This design comes from an exercise in tuning for small area, a short achievable clock period and few clock cycles on the open sky130 flow, not from production work.
Only simulation tests tie the RTL to the original design; equivalence was not proved.

## flow/design.v (module list and top-level ports; edited modules follow where they fit)
// module fp_unpack: 22 lines
// module fp_norm23: 19 lines
// module fp_store: 10 lines
// module fp_repack: 7 lines
// module fp_fetch: 19 lines
// module fp_mul_round: 40 lines
// module mul24b: 1171 lines
// module booth_enc: 16 lines
// module fp_add_order: 11 lines
// module fp_add_align: 46 lines
// module fp_add_round: 38 lines
// module mm_core: 374 lines
// module mm_lane: 84 lines
module mm_core (
    input  wire        clk,
    input  wire        rst,
    input  wire        cmd_valid,
    output reg         cmd_ready,
    input  wire [31:0] cmd_word,
    output reg         rsp_valid,
    output reg  [2:0]  rsp_status,
    output reg  [31:0] rsp_data
);
  // ...
==> flow/flow/run.sh <==
#!/bin/bash
# Layout flow: the standard flow (standard.sh, run whole), with one change:
# the buffers that buffer_ports puts on every input and output port are
# sky130_fd_sc_hd__buf_4 instead of the cell it picks by default (a slow
# clock-delay buffer, about 0.5 ns on every port path).
set -euo pipefail
cd "$(dirname "$0")/.."
export BUFFER_PORTS_ARGS="-buffer_cell sky130_fd_sc_hd__buf_4"
bash standard.sh > standard.log 2>&1
==> flow/standard.sh <==
#!/bin/bash
# synth_recipe.tcl (not shown) runs the flow's synth.tcl, then flattens the netlist and writes it again
# the make line also repeats each setting of config.mk as NAME=value (left out here)
make -C /OpenROAD-flow-scripts/flow DESIGN_CONFIG=/design/flow/config.mk WORK_HOME=/design/flow/orfs CLKGATE_MAP_FILE= SYNTH_SCRIPT=/design/flow/synth_recipe.tcl "${@:-finish}"
==> flow/config.mk <==
export PLATFORM = sky130hd
export DESIGN_NAME = mm_core
export DESIGN_NICKNAME = mm_core
export VERILOG_FILES = /design/flow/design.v
export SDC_FILE = /design/flow/constraint.sdc
export NUM_CORES = 8
export LEC_CHECK = 0
export ABC_AREA = 1
export CAP_MARGIN = 20
export CORE_MARGIN = 2
export CORE_UTILIZATION = 55
export CTS_CLUSTER_DIAMETER = 80
export CTS_CLUSTER_SIZE = 24
export PLACE_DENSITY = 0.65
export SLEW_MARGIN = 20
export SYNTH_MEMORY_MAX_BITS = 16384
==> flow/constraint.sdc <==
create_clock -name core_clock -period 45.0 [get_ports {clk}]
set_input_delay 9.0000 -clock core_clock [delete_from_list [all_inputs] [get_ports {clk}]]
set_output_delay 9.0000 -clock core_clock [all_outputs]
set_load 0.01 [all_outputs]
==> summary.md, run 1 <==
| Metric | Value |
|---|---|
| Outcome | finished clean |
| N_taps | 10600 |
| Post_cts resized | 0 |
| Vias in the first global route | around 310k |
| Fraction of the mapped netlist area in simple logic gates | 0.139 |
| First-pass GRT wire length | between 2000000 and 2500000 um |
| CP Cell Sequence | buf_4 |
| Crit path arrival time | 1.72 ns |
| CP Launch Point | rsp_data[4] |
| R2R cell count | 38 |
| Post-synth ARST share | 0 |
| Cell Rows | between 300 and 400 |
| Worst min-delay path startpoint | g_lane[3].u_lane.ring[876] |
| Clock skew | 0.218 ns |
| CP top delay family | flip-flops |
| Non-Filler Instances | between 50000 and 60000 |
| Req. time, crit path | between 30 and 40 ns |
| DR iter-0 viols | between 30000 and 40000 |
| Post-DP HPWL | just over 1000000 um |
| Met3 WL | 127000 um |
| CTS buffer count | roughly 610 |
| Tot GR Track Use | 0.341 |
| Largest register FFs | 8448 |
| Yosys warnings | 15 |
| Worst Path Buf+Inv | 1 |
| Crit Path Max Fanout | 1 |
| Commonest cells after routing, fill and taps aside | 10500 x dfxtp_1, 7245 x nand2_1, 5038 x inv_1 |
| Portion of the layout cell area used by clock cells | 0.0388 |
| Worst-skew pair later-pin latency | 1.30 ns |
Testbench counts, summed over its fixed seeds: cycles 13,282.
==> module fp_mul_round, before the edit <==
module fp_mul_round (
    input  wire [26:0] p,
    input  wire        st,
    input  wire [9:0]  e0,
    input  wire        sgn,
    input  wire        nan,
    input  wire        inf,
    input  wire        zero,
    output reg  [31:0] y
);
    wire        top = p[26];
    wire [9:0]  e   = e0 + {9'd0, top};
    wire [25:0] q   = top ? p[26:1] : p[25:0];
    wire        s0  = st | (top & p[0]);
    wire        ovf = ~e[9] & (e[8] | (e[7:0] == 8'hFF));
    wire        sub = e[9] | (e == 10'd0);
    wire [9:0]  shr = 10'd1 - e;
    wire [4:0]  sh  = sub ? ((shr > 10'd26) ? 5'd26 : shr[4:0]) : 5'd0;
    wire [25:0] q1 = sh[0] ? {1'd0,  q[25:1]}  : q;
    wire        t1 = sh[0] & q[0];
    wire [25:0] q2 = sh[1] ? {2'd0,  q1[25:2]} : q1;
    wire        t2 = sh[1] & (q1[1:0] != 0);
    wire [25:0] q3 = sh[2] ? {4'd0,  q2[25:4]} : q2;
    wire        t3 = sh[2] & (q2[3:0] != 0);
    wire [25:0] q4 = sh[3] ? {8'd0,  q3[25:8]} : q3;
    wire        t4 = sh[3] & (q3[7:0] != 0);
    wire [25:0] qs = sh[4] ? {16'd0, q4[25:16]} : q4;
    wire        t5 = sh[4] & (q4[15:0] != 0);
    wire        g   = qs[1];
    wire        s   = qs[0] | s0 | t1 | t2 | t3 | t4 | t5;
    wire        inc = g & (s | qs[2]);
    wire [7:0]  ef  = sub ? 8'd0 : e[7:0];
    wire [30:0] mag = {ef, qs[24:2]} + {30'd0, inc};
    always @* begin
        if (nan)                y = 32'h7FC00000;
        else if (inf | ovf)     y = {sgn, 8'hFF, 23'd0};
        else if (zero)          y = {sgn, 31'd0};
        else                    y = {sgn, mag};
    end
endmodule
==> module fp_add_order, before the edit <==
module fp_add_order (
    input  wire [31:0] a,
    input  wire [31:0] b,
    output wire        swap,     
    output wire [7:0]  d         
);
    assign swap = (b[30:0] > a[30:0]);
    wire [7:0] ea = {a[30:24], a[23] | (a[30:23] == 8'd0)};
    wire [7:0] eb = {b[30:24], b[23] | (b[30:23] == 8'd0)};
    assign d = swap ? (eb - ea) : (ea - eb);
endmodule
==> module fp_add_align, before the edit <==
module fp_add_align (
    input  wire [31:0] a,
    input  wire [31:0] b,
    input  wire        swap,     
    input  wire [7:0]  d,
    output wire [27:0] s,        
    output wire [7:0]  ex,       
    output wire        sgn,      
    output wire        zsgn,     
    output wire        nan,
    output wire        inf,
    output wire        isgn
);
    wire a_max = (a[30:23] == 8'hFF);
    wire b_max = (b[30:23] == 8'hFF);
    wire a_fz  = (a[22:0] == 23'd0);
    wire b_fz  = (b[22:0] == 23'd0);
    assign nan  = (a_max & ~a_fz) | (b_max & ~b_fz) | (a_max & b_max & (a[31] ^ b[31]));
    assign inf  = a_max | b_max;
    assign isgn = a_max ? a[31] : b[31];
    assign zsgn = a[31] & b[31];
    wire [31:0] x = swap ? b : a;
    wire [31:0] z = swap ? a : b;
    wire        xs = (x[30:23] == 8'd0);
    wire        zs = (z[30:23] == 8'd0);
    assign ex = {x[30:24], x[23] | xs};
    wire [26:0] m0 = {~zs, z[22:0], 3'b000};
    wire        far = (d[7:5] != 3'd0);
    wire [26:0] m1 = d[0] ? {1'd0,  m0[26:1]}  : m0;
    wire        t1 = d[0] & m0[0];
    wire [26:0] m2 = d[1] ? {2'd0,  m1[26:2]}  : m1;
    wire        t2 = d[1] & (m1[1:0] != 0);
    wire [26:0] m3 = d[2] ? {4'd0,  m2[26:4]}  : m2;
    wire        t3 = d[2] & (m2[3:0] != 0);
    wire [26:0] m4 = d[3] ? {8'd0,  m3[26:8]}  : m3;
    wire        t4 = d[3] & (m3[7:0] != 0);
    wire [26:0] m5 = d[4] ? {16'd0, m4[26:16]} : m4;
    wire        t5 = d[4] & (m4[15:0] != 0);
    wire [26:0] az = far ? 27'd0 : m5;
    wire        st = far ? (m0 != 27'd0) : (t1 | t2 | t3 | t4 | t5);
    wire [27:0] ax = {1'b0, ~xs, x[22:0], 3'b000};
    wire [27:0] bz = {1'b0, az[26:1], az[0] | st};
    wire        sb  = x[31] ^ z[31];
    assign s   = ax + (bz ^ {28{sb}}) + {27'd0, sb};
    assign sgn = x[31];
endmodule
==> module fp_add_round, before the edit <==
module fp_add_round (
    input  wire [27:0] s,
    input  wire [7:0]  ex,
    input  wire        sgn,
    input  wire        zsgn,
    input  wire        nan,
    input  wire        inf,
    input  wire        isgn,
    output reg  [31:0] y
);
    wire [31:0] x0 = {s, 4'd0};
    wire        z4 = (x0[31:16] == 16'd0);
    wire [15:0] x1 = z4 ? x0[15:0] : x0[31:16];
    wire        z3 = (x1[15:8] == 8'd0);
    wire [7:0]  x2 = z3 ? x1[7:0] : x1[15:8];
    wire        z2 = (x2[7:4] == 4'd0);
    wire [3:0]  x3 = z2 ? x2[3:0] : x2[7:4];
    wire        z1 = (x3[3:2] == 2'd0);
    wire [1:0]  x4 = z1 ? x3[1:0] : x3[3:2];
    wire        z0 = ~x4[1];
    wire [4:0]  lz = {z4, z3, z2, z1, z0};
    wire        lim = ({3'd0, lz} > {1'b0, ex});
    wire [4:0]  sh  = lim ? ex[4:0] : lz;
    wire [27:0] n   = s << sh;
    wire [8:0]  e   = {1'b0, ex} + 9'd1 - {4'd0, sh};
    wire [7:0]  ef  = n[27] ? e[7:0] : 8'd0;
    wire        g   = n[3];
    wire        st  = (n[2:0] != 3'd0);
    wire        inc = g & (st | n[4]);
    wire [30:0] mag = {ef, n[26:4]} + {30'd0, inc};
    always @* begin
        if (nan)                          y = 32'h7FC00000;
        else if (inf)                     y = {isgn, 8'hFF, 23'd0};
        else if (s == 28'd0)              y = {zsgn, 31'd0};
        else if (n[27] && e >= 9'd255)    y = {sgn, 8'hFF, 23'd0};
        else                              y = {sgn, mag};
    end
endmodule
==> module mm_lane, before the edit <==
module mm_lane #(
    parameter N  = 48,                
    parameter TS = 12                 
) (
    input  wire        clk,
    input  wire        ins,           
    input  wire [32:0] ins_data,
    input  wire [2:0]  tap,
    output wire [32:0] tap_out,       
    input  wire        fwd,           
    input  wire [32:0] fwd_data,
    input  wire [11:0] x_one,         
    input  wire [11:0] x_two,
    input  wire [11:0] x_neg,
    input  wire [9:0]  x_e,
    input  wire        x_s,
    input  wire        x_n,
    input  wire        x_i,
    input  wire        x_z,
    input  wire        v2,            
    input  wire        first2,        
    input  wire        cap,           
    output wire [31:0] ob             
);
    reg [33*N-1:0] ring;
    always @(posedge clk)
        ring <= {ins ? ins_data : ring[32:0], ring[33*N-1:33]};
    wire [32:0] t = ring[33*TS*tap +: 33];
    assign tap_out = t;
    wire [22:0] cu_m; wire [9:0] cu_e; wire cu_s, cu_n, cu_i, cu_z;
    fp_fetch u_cf (.q(fwd ? fwd_data : t), .m(cu_m), .e(cu_e), .sgn(cu_s), .nan(cu_n), .inf(cu_i), .zero(cu_z));
    reg [22:0] c_m; reg [9:0] c_e; reg c_s, c_n, c_i, c_z;
    always @(posedge clk) begin
        c_m <= cu_m; c_e <= cu_e; c_s <= cu_s; c_n <= cu_n; c_i <= cu_i; c_z <= cu_z;
    end
    wire [26:0] ph;
    wire        pst;
    mul24b u_mul (.a({1'b1, c_m}), .one(x_one), .two(x_two), .neg(x_neg), .ph(ph), .pst(pst));
    reg [26:0] p_p; reg p_st; reg [9:0] p_e; reg p_s, p_n, p_i, p_z;
    always @(posedge clk) begin
        p_p  <= ph;
        p_st <= pst;
        p_e  <= c_e + x_e - 10'd127;
        p_s  <= c_s ^ x_s;
        p_n  <= c_n | x_n | (c_i & x_z) | (x_i & c_z);
        p_i  <= c_i | x_i;
        p_z  <= c_z | x_z;
    end
    wire [31:0] prod;
    fp_mul_round u_rnd (.p(p_p), .st(p_st), .e0(p_e), .sgn(p_s), .nan(p_n), .inf(p_i),
                        .zero(p_z), .y(prod));
    reg [31:0] acc, acc2;
    wire [31:0] pn = v2 ? prod : 32'h80000000;
    wire [31:0] an = first2 ? 32'd0 : acc;
    wire        o_sw; wire [7:0] o_d;
    fp_add_order u_ord (.a(an), .b(pn), .swap(o_sw), .d(o_d));
    reg [31:0] r_prod;
    reg        r_sw;
    reg [7:0]  r_d;
    always @(posedge clk) begin
        r_prod <= pn;
        acc2   <= an;
        r_sw   <= o_sw;
        r_d    <= o_d;
    end
    wire [27:0] as; wire [7:0] aex; wire asg, azs, ana, ain, ais;
    fp_add_align u_aln (.a(acc2), .b(r_prod), .swap(r_sw), .d(r_d), .s(as), .ex(aex), .sgn(asg), .zsgn(azs),
                        .nan(ana), .inf(ain), .isgn(ais));
    reg [27:0] a_s; reg [7:0] a_ex; reg a_sg, a_zs, a_na, a_in, a_is;
    always @(posedge clk) begin
        a_s <= as; a_ex <= aex; a_sg <= asg; a_zs <= azs; a_na <= ana; a_in <= ain; a_is <= ais;
    end
    wire [31:0] sum;
    fp_add_round u_ard (.s(a_s), .ex(a_ex), .sgn(a_sg), .zsgn(a_zs), .nan(a_na), .inf(a_in),
                        .isgn(a_is), .y(sum));
    always @(posedge clk) acc <= sum;
    reg [31:0] ob0, ob1, ob2;
    always @(posedge clk) begin
        ob0 <= cap ? acc : ob2;
        ob1 <= ob0;
        ob2 <= ob1;
    end
    assign ob = ob2;
endmodule
==> inputs of run 2 (changes only) <==
--- a/flow/design.v
+++ b/flow/design.v
@@ -109,3 +109,4 @@
     wire [7:0]  ef  = sub ? 8'd0 : e[7:0];
-    wire [30:0] mag = {ef, qs[24:2]} + {30'd0, inc};
+    wire [30:0] mag;
+    inc31 u_inc (.a({ef, qs[24:2]}), .ci(inc), .y(mag));
     always @* begin
@@ -1304,2 +1305,386 @@
 endmodule
+module inc31 (
+    input  wire [30:0] a,
+    input  wire        ci,
+    output wire [30:0] y
+);
+    wire t1 = a[0] & ci;
+    wire t2 = a[2] & a[1];
+    wire t3 = a[4] & a[3];
+    wire t4 = a[6] & a[5];
+    wire t5 = a[8] & a[7];
+    wire t6 = a[10] & a[9];
+    wire t7 = a[12] & a[11];
+    wire t8 = a[14] & a[13];
+    wire t9 = a[16] & a[15];
+    wire t10 = a[18] & a[17];
+    wire t11 = a[20] & a[19];
+    wire t12 = a[22] & a[21];
+    wire t13 = a[24] & a[23];
+    wire t14 = a[26] & a[25];
+    wire t15 = a[28] & a[27];
+    wire t16 = a[30] & a[29];
+    wire t17 = t2 & t1;
+    wire t18 = t4 & t3;
+    wire t19 = t6 & t5;
+    wire t20 = t8 & t7;
+    wire t21 = t10 & t9;
+    wire t22 = t12 & t11;
+    wire t23 = t14 & t13;
+    wire t24 = t16 & t15;
+    wire t25 = t18 & t17;
+    wire t26 = t20 & t19;
+    wire t27 = t22 & t21;
+    wire t28 = t24 & t23;
+    wire t29 = t26 & t25;
+    wire t30 = t28 & t27;
+    wire t31 = t30 & t29;
+    wire t32 = t27 & t29;
+    wire t33 = t19 & t25;
+    wire t34 = t21 & t29;
+    wire t35 = t23 & t32;
+    wire t36 = t3 & t17;
+    wire t37 = t5 & t25;
+    wire t38 = t7 & t33;
+    wire t39 = t9 & t29;
+    wire t40 = t11 & t34;
+    wire t41 = t13 & t32;
+    wire t42 = t15 & t35;
+    wire t43 = a[1] & t1;
+    wire t44 = a[3] & t17;
+    wire t45 = a[5] & t36;
+    wire t46 = a[7] & t25;
+    wire t47 = a[9] & t37;
+    wire t48 = a[11] & t33;
+    wire t49 = a[13] & t38;
+    wire t50 = a[15] & t29;
+    wire t51 = a[17] & t39;
+    wire t52 = a[19] & t34;
+    wire t53 = a[21] & t40;
+    wire t54 = a[23] & t32;
+    wire t55 = a[25] & t41;
+    wire t56 = a[27] & t35;
+    wire t57 = a[29] & t42;
+    assign y[0] = a[0] ^ ci;
+    assign y[1] = a[1] ^ t1;
+    assign y[2] = a[2] ^ t43;
+    assign y[3] = a[3] ^ t17;
+    assign y[4] = a[4] ^ t44;
+    assign y[5] = a[5] ^ t36;
+    assign y[6] = a[6] ^ t45;
+    assign y[7] = a[7] ^ t25;
+    assign y[8] = a[8] ^ t46;
+    assign y[9] = a[9] ^ t37;
+    assign y[10] = a[10] ^ t47;
+    assign y[11] = a[11] ^ t33;
+    assign y[12] = a[12] ^ t48;
+    assign y[13] = a[13] ^ t38;
+    assign y[14] = a[14] ^ t49;
+    assign y[15] = a[15] ^ t29;
+    assign y[16] = a[16] ^ t50;
+    assign y[17] = a[17] ^ t39;
+    assign y[18] = a[18] ^ t51;
+    assign y[19] = a[19] ^ t34;
+    assign y[20] = a[20] ^ t52;
+    assign y[21] = a[21] ^ t40;
+    assign y[22] = a[22] ^ t53;
+    assign y[23] = a[23] ^ t32;
+    assign y[24] = a[24] ^ t54;
+    assign y[25] = a[25] ^ t41;
+    assign y[26] = a[26] ^ t55;
+    assign y[27] = a[27] ^ t35;
+    assign y[28] = a[28] ^ t56;
+    assign y[29] = a[29] ^ t42;
+    assign y[30] = a[30] ^ t57;
+endmodule
+module add28 (
+    input  wire [27:0] a,
+    input  wire [27:0] b,
+    input  wire        ci,
+    output wire [27:0] y
+);
+    wire t1 = a[0] & b[0];
+    wire t2 = a[1] & b[1];
+    wire t3 = a[2] & b[2];
+    wire t4 = a[3] & b[3];
+    wire t5 = a[4] & b[4];
+    wire t6 = a[5] & b[5];
+    wire t7 = a[6] & b[6];
+    wire t8 = a[7] & b[7];
+    wire t9 = a[8] & b[8];
+    wire t10 = a[9] & b[9];
+    wire t11 = a[10] & b[10];
+    wire t12 = a[11] & b[11];
+    wire t13 = a[12] & b[12];
+    wire t14 = a[13] & b[13];
+    wire t15 = a[14] & b[14];
+    wire t16 = a[15] & b[15];
+    wire t17 = a[16] & b[16];
+    wire t18 = a[17] & b[17];
+    wire t19 = a[18] & b[18];
+    wire t20 = a[19] & b[19];
+    wire t21 = a[20] & b[20];
+    wire t22 = a[21] & b[21];
+    wire t23 = a[22] & b[22];
+    wire t24 = a[23] & b[23];
+    wire t25 = a[24] & b[24];
+    wire t26 = a[25] & b[25];
+    wire t27 = a[26] & b[26];
+    wire t28 = a[27] & b[27];
+    wire t29 = a[0] ^ b[0];
+    wire t30 = a[1] ^ b[1];
+    wire t31 = a[2] ^ b[2];
+    wire t32 = a[3] ^ b[3];
+    wire t33 = a[4] ^ b[4];
+    wire t34 = a[5] ^ b[5];
+    wire t35 = a[6] ^ b[6];
+    wire t36 = a[7] ^ b[7];
+    wire t37 = a[8] ^ b[8];
+    wire t38 = a[9] ^ b[9];
+    wire t39 = a[10] ^ b[10];
+    wire t40 = a[11] ^ b[11];
+    wire t41 = a[12] ^ b[12];
+    wire t42 = a[13] ^ b[13];
+    wire t43 = a[14] ^ b[14];
+    wire t44 = a[15] ^ b[15];
+    wire t45 = a[16] ^ b[16];
+    wire t46 = a[17] ^ b[17];
+    wire t47 = a[18] ^ b[18];
+    wire t48 = a[19] ^ b[19];
+    wire t49 = a[20] ^ b[20];
+    wire t50 = a[21] ^ b[21];
+    wire t51 = a[22] ^ b[22];
+    wire t52 = a[23] ^ b[23];
+    wire t53 = a[24] ^ b[24];
+    wire t54 = a[25] ^ b[25];
+    wire t55 = a[26] ^ b[26];
+    wire t56 = a[27] ^ b[27];
+    wire t57 = t1 | (t29 & ci);
+    wire t58 = t3 | (t31 & t2);
+    wire t59 = t31 & t30;
+    wire t60 = t5 | (t33 & t4);
+    wire t61 = t33 & t32;
+    wire t62 = t7 | (t35 & t6);
+    wire t63 = t35 & t34;
+    wire t64 = t9 | (t37 & t8);
+    wire t65 = t37 & t36;
+    wire t66 = t11 | (t39 & t10);
+    wire t67 = t39 & t38;
+    wire t68 = t13 | (t41 & t12);
+    wire t69 = t41 & t40;
+    wire t70 = t15 | (t43 & t14);
+    wire t71 = t43 & t42;
+    wire t72 = t17 | (t45 & t16);
+    wire t73 = t45 & t44;
+    wire t74 = t19 | (t47 & t18);
+    wire t75 = t47 & t46;
+    wire t76 = t21 | (t49 & t20);
+    wire t77 = t49 & t48;
+    wire t78 = t23 | (t51 & t22);
+    wire t79 = t51 & t50;
+    wire t80 = t25 | (t53 & t24);
+    wire t81 = t53 & t52;
+    wire t82 = t27 | (t55 & t26);
+    wire t83 = t55 & t54;
+    wire t84 = t58 | (t59 & t57);
+    wire t85 = t62 | (t63 & t60);
+    wire t86 = t63 & t61;
+    wire t87 = t66 | (t67 & t64);
+    wire t88 = t67 & t65;
+    wire t89 = t70 | (t71 & t68);
+    wire t90 = t71 & t69;
+    wire t91 = t74 | (t75 & t72);
+    wire t92 = t75 & t73;
+    wire t93 = t78 | (t79 & t76);
+    wire t94 = t79 & t77;
+    wire t95 = t82 | (t83 & t80);
+    wire t96 = t83 & t81;
+    wire t97 = t85 | (t86 & t84);
+    wire t98 = t89 | (t90 & t87);
+    wire t99 = t90 & t88;
+    wire t100 = t93 | (t94 & t91);
+    wire t101 = t94 & t92;
+    wire t102 = t98 | (t99 & t97);
+    wire t103 = t100 | (t101 & t102);
+    wire t104 = t87 | (t88 & t97);
+    wire t105 = t91 | (t92 & t102);
+    wire t106 = t95 | (t96 & t103);
+    wire t107 = t60 | (t61 & t84);
+    wire t108 = t64 | (t65 & t97);
+    wire t109 = t68 | (t69 & t104);
+    wire t110 = t72 | (t73 & t102);
+    wire t111 = t76 | (t77 & t105);
+    wire t112 = t80 | (t81 & t103);
+    wire t113 = t2 | (t30 & t57);
+    wire t114 = t4 | (t32 & t84);
+    wire t115 = t6 | (t34 & t107);
+    wire t116 = t8 | (t36 & t97);
+    wire t117 = t10 | (t38 & t108);
+    wire t118 = t12 | (t40 & t104);
+    wire t119 = t14 | (t42 & t109);
+    wire t120 = t16 | (t44 & t102);
+    wire t121 = t18 | (t46 & t110);
+    wire t122 = t20 | (t48 & t105);
+    wire t123 = t22 | (t50 & t111);
+    wire t124 = t24 | (t52 & t103);
+    wire t125 = t26 | (t54 & t112);
+    wire t126 = t28 | (t56 & t106);
+    assign y[0] = t29 ^ ci;
+    assign y[1] = t30 ^ t57;
+    assign y[2] = t31 ^ t113;
+    assign y[3] = t32 ^ t84;
+    assign y[4] = t33 ^ t114;
+    assign y[5] = t34 ^ t107;
+    assign y[6] = t35 ^ t115;
+    assign y[7] = t36 ^ t97;
+    assign y[8] = t37 ^ t116;
+    assign y[9] = t38 ^ t108;
+    assign y[10] = t39 ^ t117;
+    assign y[11] = t40 ^ t104;
+    assign y[12] = t41 ^ t118;
+    assign y[13] = t42 ^ t109;
+    assign y[14] = t43 ^ t119;
+    assign y[15] = t44 ^ t102;
+    assign y[16] = t45 ^ t120;
+    assign y[17] = t46 ^ t110;
+    assign y[18] = t47 ^ t121;
+    assign y[19] = t48 ^ t105;
+    assign y[20] = t49 ^ t122;
+    assign y[21] = t50 ^ t111;
+    assign y[22] = t51 ^ t123;
+    assign y[23] = t52 ^ t103;
+    assign y[24] = t53 ^ t124;
+    assign y[25] = t54 ^ t112;
+    assign y[26] = t55 ^ t125;
+    assign y[27] = t56 ^ t106;
+endmodule
+module gt31 (
+    input  wire [30:0] a,
+    input  wire [30:0] b,
+    output wire        gt
+);
+    wire t1 = a[0] & ~b[0];
+    wire t2 = a[0] | ~b[0];
+    wire t3 = a[1] & ~b[1];
+    wire t4 = a[1] | ~b[1];
+    wire t5 = a[2] & ~b[2];
+    wire t6 = a[2] | ~b[2];
+    wire t7 = a[3] & ~b[3];
+    wire t8 = a[3] | ~b[3];
+    wire t9 = a[4] & ~b[4];
+    wire t10 = a[4] | ~b[4];
+    wire t11 = a[5] & ~b[5];
+    wire t12 = a[5] | ~b[5];
+    wire t13 = a[6] & ~b[6];
+    wire t14 = a[6] | ~b[6];
+    wire t15 = a[7] & ~b[7];
+    wire t16 = a[7] | ~b[7];
+    wire t17 = a[8] & ~b[8];
+    wire t18 = a[8] | ~b[8];
+    wire t19 = a[9] & ~b[9];
+    wire t20 = a[9] | ~b[9];
+    wire t21 = a[10] & ~b[10];
+    wire t22 = a[10] | ~b[10];
+    wire t23 = a[11] & ~b[11];
+    wire t24 = a[11] | ~b[11];
+    wire t25 = a[12] & ~b[12];
+    wire t26 = a[12] | ~b[12];
+    wire t27 = a[13] & ~b[13];
+    wire t28 = a[13] | ~b[13];
+    wire t29 = a[14] & ~b[14];
+    wire t30 = a[14] | ~b[14];
+    wire t31 = a[15] & ~b[15];
+    wire t32 = a[15] | ~b[15];
+    wire t33 = a[16] & ~b[16];
+    wire t34 = a[16] | ~b[16];
+    wire t35 = a[17] & ~b[17];
+    wire t36 = a[17] | ~b[17];
+    wire t37 = a[18] & ~b[18];
+    wire t38 = a[18] | ~b[18];
+    wire t39 = a[19] & ~b[19];
+    wire t40 = a[19] | ~b[19];
+    wire t41 = a[20] & ~b[20];
+    wire t42 = a[20] | ~b[20];
+    wire t43 = a[21] & ~b[21];
+    wire t44 = a[21] | ~b[21];
+    wire t45 = a[22] & ~b[22];
+    wire t46 = a[22] | ~b[22];
+    wire t47 = a[23] & ~b[23];
+    wire t48 = a[23] | ~b[23];
+    wire t49 = a[24] & ~b[24];
+    wire t50 = a[24] | ~b[24];
+    wire t51 = a[25] & ~b[25];
+    wire t52 = a[25] | ~b[25];
+    wire t53 = a[26] & ~b[26];
+    wire t54 = a[26] | ~b[26];
+    wire t55 = a[27] & ~b[27];
+    wire t56 = a[27] | ~b[27];
+    wire t57 = a[28] & ~b[28];
+    wire t58 = a[28] | ~b[28];
+    wire t59 = a[29] & ~b[29];
+    wire t60 = a[29] | ~b[29];
+    wire t61 = a[30] & ~b[30];
+    wire t62 = a[30] | ~b[30];
+    wire t63 = t3 | (t4 & t1);
+    wire t64 = t4 & t2;
+    wire t65 = t7 | (t8 & t5);
+    wire t66 = t8 & t6;
+    wire t67 = t11 | (t12 & t9);
+    wire t68 = t12 & t10;
+    wire t69 = t15 | (t16 & t13);
+    wire t70 = t16 & t14;
+    wire t71 = t19 | (t20 & t17);
+    wire t72 = t20 & t18;
+    wire t73 = t23 | (t24 & t21);
+    wire t74 = t24 & t22;
+    wire t75 = t27 | (t28 & t25);
+    wire t76 = t28 & t26;
+    wire t77 = t31 | (t32 & t29);
+    wire t78 = t32 & t30;
+    wire t79 = t35 | (t36 & t33);
+    wire t80 = t36 & t34;
+    wire t81 = t39 | (t40 & t37);
+    wire t82 = t40 & t38;
+    wire t83 = t43 | (t44 & t41);
+    wire t84 = t44 & t42;
+    wire t85 = t47 | (t48 & t45);
+    wire t86 = t48 & t46;
+    wire t87 = t51 | (t52 & t49);
+    wire t88 = t52 & t50;
+    wire t89 = t55 | (t56 & t53);
+    wire t90 = t56 & t54;
+    wire t91 = t59 | (t60 & t57);
+    wire t92 = t60 & t58;
+    wire t93 = t65 | (t66 & t63);
+    wire t94 = t66 & t64;
+    wire t95 = t69 | (t70 & t67);
+    wire t96 = t70 & t68;
+    wire t97 = t73 | (t74 & t71);
+    wire t98 = t74 & t72;
+    wire t99 = t77 | (t78 & t75);
+    wire t100 = t78 & t76;
+    wire t101 = t81 | (t82 & t79);
+    wire t102 = t82 & t80;
+    wire t103 = t85 | (t86 & t83);
+    wire t104 = t86 & t84;
+    wire t105 = t89 | (t90 & t87);
+    wire t106 = t90 & t88;
+    wire t107 = t61 | (t62 & t91);
+    wire t108 = t62 & t92;
+    wire t109 = t95 | (t96 & t93);
+    wire t110 = t96 & t94;
+    wire t111 = t99 | (t100 & t97);
+    wire t112 = t100 & t98;
+    wire t113 = t103 | (t104 & t101);
+    wire t114 = t104 & t102;
+    wire t115 = t107 | (t108 & t105);
+    wire t116 = t108 & t106;
+    wire t117 = t111 | (t112 & t109);
+    wire t118 = t112 & t110;
+    wire t119 = t115 | (t116 & t113);
+    wire t120 = t116 & t114;
+    wire t121 = t119 | (t120 & t117);
+    wire t122 = t120 & t118;
+    assign gt = t121;
+endmodule
 module fp_add_order (
@@ -1310,3 +1695,3 @@
 );
-    assign swap = (b[30:0] > a[30:0]);
+    gt31 u_gt (.a(b[30:0]), .b(a[30:0]), .gt(swap));
     wire [7:0] ea = {a[30:24], a[23] | (a[30:23] == 8'd0)};
@@ -1358,3 +1743,3 @@
     wire        sb  = x[31] ^ z[31];
-    assign s   = ax + (bz ^ {28{sb}}) + {27'd0, sb};
+    add28 u_add (.a(ax), .b(bz ^ {28{sb}}), .ci(sb), .y(s));
     assign sgn = x[31];
@@ -1390,3 +1775,4 @@
     wire        inc = g & (st | n[4]);
-    wire [30:0] mag = {ef, n[26:4]} + {30'd0, inc};
+    wire [30:0] mag;
+    inc31 u_inc (.a({ef, n[26:4]}), .ci(inc), .y(mag));
     always @* begin
@@ -1825,17 +2211,11 @@
     reg [31:0] acc, acc2;
-    wire [31:0] pn = v2 ? prod : 32'h80000000;
-    wire [31:0] an = first2 ? 32'd0 : acc;
-    wire        o_sw; wire [7:0] o_d;
-    fp_add_order u_ord (.a(an), .b(pn), .swap(o_sw), .d(o_d));
     reg [31:0] r_prod;
-    reg        r_sw;
-    reg [7:0]  r_d;
     always @(posedge clk) begin
-        r_prod <= pn;
-        acc2   <= an;
-        r_sw   <= o_sw;
-        r_d    <= o_d;
+        r_prod <= v2 ? prod : 32'h80000000;
+        acc2   <= first2 ? 32'd0 : acc;
     end
+    wire        o_sw; wire [7:0] o_d;
+    fp_add_order u_ord (.a(acc2), .b(r_prod), .swap(o_sw), .d(o_d));
     wire [27:0] as; wire [7:0] aex; wire asg, azs, ana, ain, ais;
-    fp_add_align u_aln (.a(acc2), .b(r_prod), .swap(r_sw), .d(r_d), .s(as), .ex(aex), .sgn(asg), .zsgn(azs),
+    fp_add_align u_aln (.a(acc2), .b(r_prod), .swap(o_sw), .d(o_d), .s(as), .ex(aex), .sgn(asg), .zsgn(azs),
                         .nan(ana), .inf(ain), .isgn(ais));
--- a/flow/config.mk
+++ b/flow/config.mk
@@ -10,6 +10,6 @@
 export CORE_MARGIN = 2
-export CORE_UTILIZATION = 55
-export CTS_CLUSTER_DIAMETER = 80
-export CTS_CLUSTER_SIZE = 24
-export PLACE_DENSITY = 0.65
+export CORE_UTILIZATION = 62
+export CTS_CLUSTER_DIAMETER = 90
+export CTS_CLUSTER_SIZE = 28
+export PLACE_DENSITY = 0.7
 export SLEW_MARGIN = 20
==> summary.md, run 2 <==
| Metric | Value |
|---|---|
| Worst slack, placed | 34.41 ns (was 34.14 ns) |
| Setup slack after layout | 34.16 ns (was 34.28 ns) |
| Final net count | 45200 (was 47700) |
| I/O pin count | 72 (unchanged) |
| Primary FF master, synth | dfxtp_1 (unchanged) |
| Top layer in use | met5 (unchanged) |
| Post-DP Area | 0.439 mm^2 (was 0.452 mm^2) |
| Initial Utilization | 0.621 (was 0.552) |
| Final WL | 1320000 um (was 1420000 um) |
| Largest family of logic cells by synthesized area | simple AND/OR/NAND/NOR gates (unchanged) |
| Final setup viols | 0 (unchanged) |
| Layout cell share with drive strength beyond 1 | 0.0514 (was 0.0493) |
| Distinct cells, synth | 96 (was 91) |
| Clock slew at reported path FFs | 0.10 ns (about the same) |
| CP top delay family | flip-flops (unchanged) |
| Port bufs | 70 (unchanged) |
| Post-synth ARST share | 0 (unchanged) |
| CP peak stage delay | 0.53 ns (was 0.46 ns) |
| Post-synthesis xor/xnor area fraction | 0.0501 (was 0.0490) |
| Sequential area share after synthesis | 0.557 (was 0.547) |
| CP Cell Sequence | buf_4 (unchanged) |
| Grt ovf | 0 (unchanged) |
| Synthesized area | 0.430 mm^2 (was 0.440 mm^2) |
| Via count | 300000 (was 315000) |
| Commonest cells after routing, fill and taps aside | 10500 x dfxtp_1, 6322 x nand2_1, 4943 x inv_1 (was 10500 x dfxtp_1, 7245 x nand2_1, 5038 x inv_1) |
| Failing Checks | max-capacitance violations, max-slew violations |
| Largest cells by area after synthesis | dfxtp_1 49%, fa_1 7.4%, edfxtp_1 7.0% (was dfxtp_1 48%, fa_1 6.9%, edfxtp_1 6.8%) |
| Antenna violations before repair | 138 (was 107) |
| Final critical-path required period | 10.84 ns (was 10.72 ns) |
| HP Class | reg2reg (unchanged) |
| DR iter-0 viols | 33000 (was 32300) |
| Vias per std cell | 5.79 (was 5.66) |
| Post-synth top area cell | dfxtp_1 (unchanged) |
| Hold Vio Cnt, Final | 0 (unchanged) |
| Avg Cell Area, Syn | 10.0 um^2 (was 9.68 um^2) |
| Die Y | 837 um (was 899 um) |
| Crit path arrival time | 1.84 ns (was 1.72 ns) |
| Mapped Cells | 43000 (was 45500) |
| Mux share of post-synthesis cell area | 0.00285 (was 0.00418) |
| Commonest cells post-synth | 10500 x dfxtp_1, 6334 x nand2_1, 4969 x inv_1 (was 10500 x dfxtp_1, 7251 x nand2_1, 5065 x inv_1) |
| R2r startpoint | x_one[0] (was x_one[2]) |
| Number of nets with antenna violations after routing | 0 (unchanged) |
| Post-DP HPWL | 930000 um (was 1030000 um) |
| Crit. End Element | output port (unchanged) |
| Critical path type | reg2out (unchanged) |
| CTS Hold Bufs | 0 (unchanged) |
| Met3 WL | 133000 um (was 127000 um) |
| Setup TNS | 0 ns (unchanged) |
| First-pass GRT wire length | 1920000 um (was 2050000 um) |
| Post-synthesis compound-gate area fraction | 0.0886 (was 0.0882) |
| RSZ-0062 raised after global routing | false (unchanged) |
| Worst min-delay path startpoint | g_lane[2].u_lane.ring[346] (was g_lane[3].u_lane.ring[876]) |
| TritonCTS clock tree | built (unchanged) |
| Req. time, crit path | 36.00 ns (about the same) |
| Cell Rows | 306 (was 328) |
| Count leader, synth | dfxtp_1 (unchanged) |
| Crit-path slowest cell | edfxtp_1 (unchanged) |
| Worst Path Buf+Inv | 1 (unchanged) |
| Die area | 0.701 mm^2 (was 0.808 mm^2) |
| Fraction of the mapped netlist area in simple logic gates | 0.122 (was 0.139) |
| Fmax | 92.2 MHz (was 93.2 MHz) |
| Met2 routed WL | 568000 um (was 614000 um) |
| Clock skew | 0.0878 ns (was 0.218 ns) |
| Reg area | 0.240 mm^2 (was 0.241 mm^2) |
| M1 WL | 521000 um (was 577000 um) |
| Core Box Area | 0.693 mm^2 (was 0.798 mm^2) |
| Largest net degree at the start of global routing | 196 (was 141) |
| Outcome | finished with violations (was finished clean) |
| Share of the synthesized area in the top cell type | 0.487 (was 0.478) |
| H-Tree Depth | 6 (unchanged) |
| Worst-skew pair later-pin latency | 1.14 ns (was 1.30 ns) |
| DR DRC count | 0 (unchanged) |
| Final instance area | 0.456 mm^2 (was 0.471 mm^2) |
| Largest register FFs | 8448 (unchanged) |
| Max Root-Sink Buffers | 4 (unchanged) |
| Area delta synth->final | 5.92% (was 6.83%) |
| Commonest non-fill, non-tap cell in the layout | dfxtp_1 (unchanged) |
| Final Slew Violations | 13 (was 0) |
| CP Launch Point | rsp_data[28] (was rsp_data[4]) |
| Setup Fix Bufs, Post-CTS | 0 (unchanged) |
| Worst slew pin tran | 1.60 ns (was 1.28 ns) |
| Yosys warnings | 15 (unchanged) |
| Synth Area in Adders | 0.115 (was 0.109) |
| Tot GR Track Use | 0.367 (was 0.341) |
| Max_slew headroom | -0.0733 (was 0.125) |
| Syn Nets | 46000 (was 48500) |
| Post-synth EDFFs | 1003 (unchanged) |
| Gpl congestion | 1.05 (was 1.00) |
| Crit Path Max Fanout | 1 (unchanged) |
| Die W | 837 um (was 899 um) |
| 1st-pass router iterations | 20 (was 10) |
| Vias in the first global route | 295000 (was 306000) |
| Startpoint Class | flop (unchanged) |
| Synthesized flop and latch total | 11500 (about the same) |
| Root buffer cell | clkbuf_16 (unchanged) |
| Multi-input logic area | 0.164 mm^2 (was 0.172 mm^2) |
| Post_cts resized | 0 (unchanged) |
| CTS buffer count | 519 (was 606) |
| Num Clock Sinks | 11500 (about the same) |
| Part of the cycle the worst path needs | 0.241 (was 0.238) |
| Avg WL per Cell | 25.5 um (was 25.6 um) |
| Layout filler cell count | 53700 (was 68600) |
| MaxCap Viol Count | 1 (was 0) |
==> run 2: worst paths after layout <==
path	to	slack (ns)	depth (start not counted)
max reg2reg	g_lane[1].u_lane.p_p[25]	34.40	43
max	rsp_data[28]	34.16	1
min reg2reg	g_lane[2].u_lane.ring[313]	0.28	0
min	g_lane[2].u_lane.ring[313]	0.28	0
==> run 2: metrics by stage <==
step	util	hold slack, ns	std cells
after floorplan	-	0.310	43000
after global placement	0.634	0.310	50900
after detailed placement	0.634	0.312	50900
after CTS	0.657	0.262	51600
after global routing	0.658	0.268	51700
final	0.658	0.277	51800
==> run 2: final cells by class <==
cell class	count	share of cell area
antenna	183	0.00100
clock buffer	570	0.0291
clock inverter	132	0.00561
inverter	5208	0.0431
multi-input combinational	24400	0.359
sequential	11500	0.526
tap	9240	0.0254
timing repair buffer	632	0.0111
==> run 2: logic make-up (layout without fill, tap and decap cells) <==
kind of cell,Yosys count,in the layout
other,1,184
adders and majority gates,3006,3006
muxes,116,116
DFF,11500,11500
buffers and inverters,7180,6542
and+or+nand+nor,12200,12200
xor gates and xnor gates,2458,2458
AOI/OAI and AO/OA,6547,6547
==> run 2: metal layers <==
metal / track usage / vias up
li1: - / 137000
met1: 0.468 / 144000
met2: 0.557 / 14800
met3: 0.104 / 4047
met4: 0.219 / 84
met5: 0.00596 / -
Testbench counts of run 2, summed over its fixed seeds: cycles 13,282.

==> static timing again, ports no longer ideal <==
How much do the figures lean on ideal ports? The routed layouts below were timed once more, with nothing changed but the port constraints.
Step 1, drivers: a clkbuf_16 drives clk and a buf_2 each remaining input, both assumed.
Step 2, shift: input delay + t, output delay - t, t = (earliest + latest rising clock arrival at the registers) / 2. This alone moves slack from input paths to output paths.
Slacks: no drivers / after step 1 / after step 2; pairs: no drivers / after step 1.
run | t, ns | slack for setup (ns) | worst hold slack (ns) | clock arrival spread, ns | worst data-port slew with drivers (ns)
run 1 | 1.336 | 34.275 / 34.126 / 34.042 | 0.230 / 0.230 / 0.230 | 0.228 / 0.227 | 0.04
run 2 | 1.250 | 34.157 / 34.017 / 34.374 | 0.277 / 0.277 / 0.277 | 0.122 / 0.122 | 0.09
For run 1, which loses most, drivers alone change the setup slack by -0.149 ns; drivers and shift together by -0.233 ns.
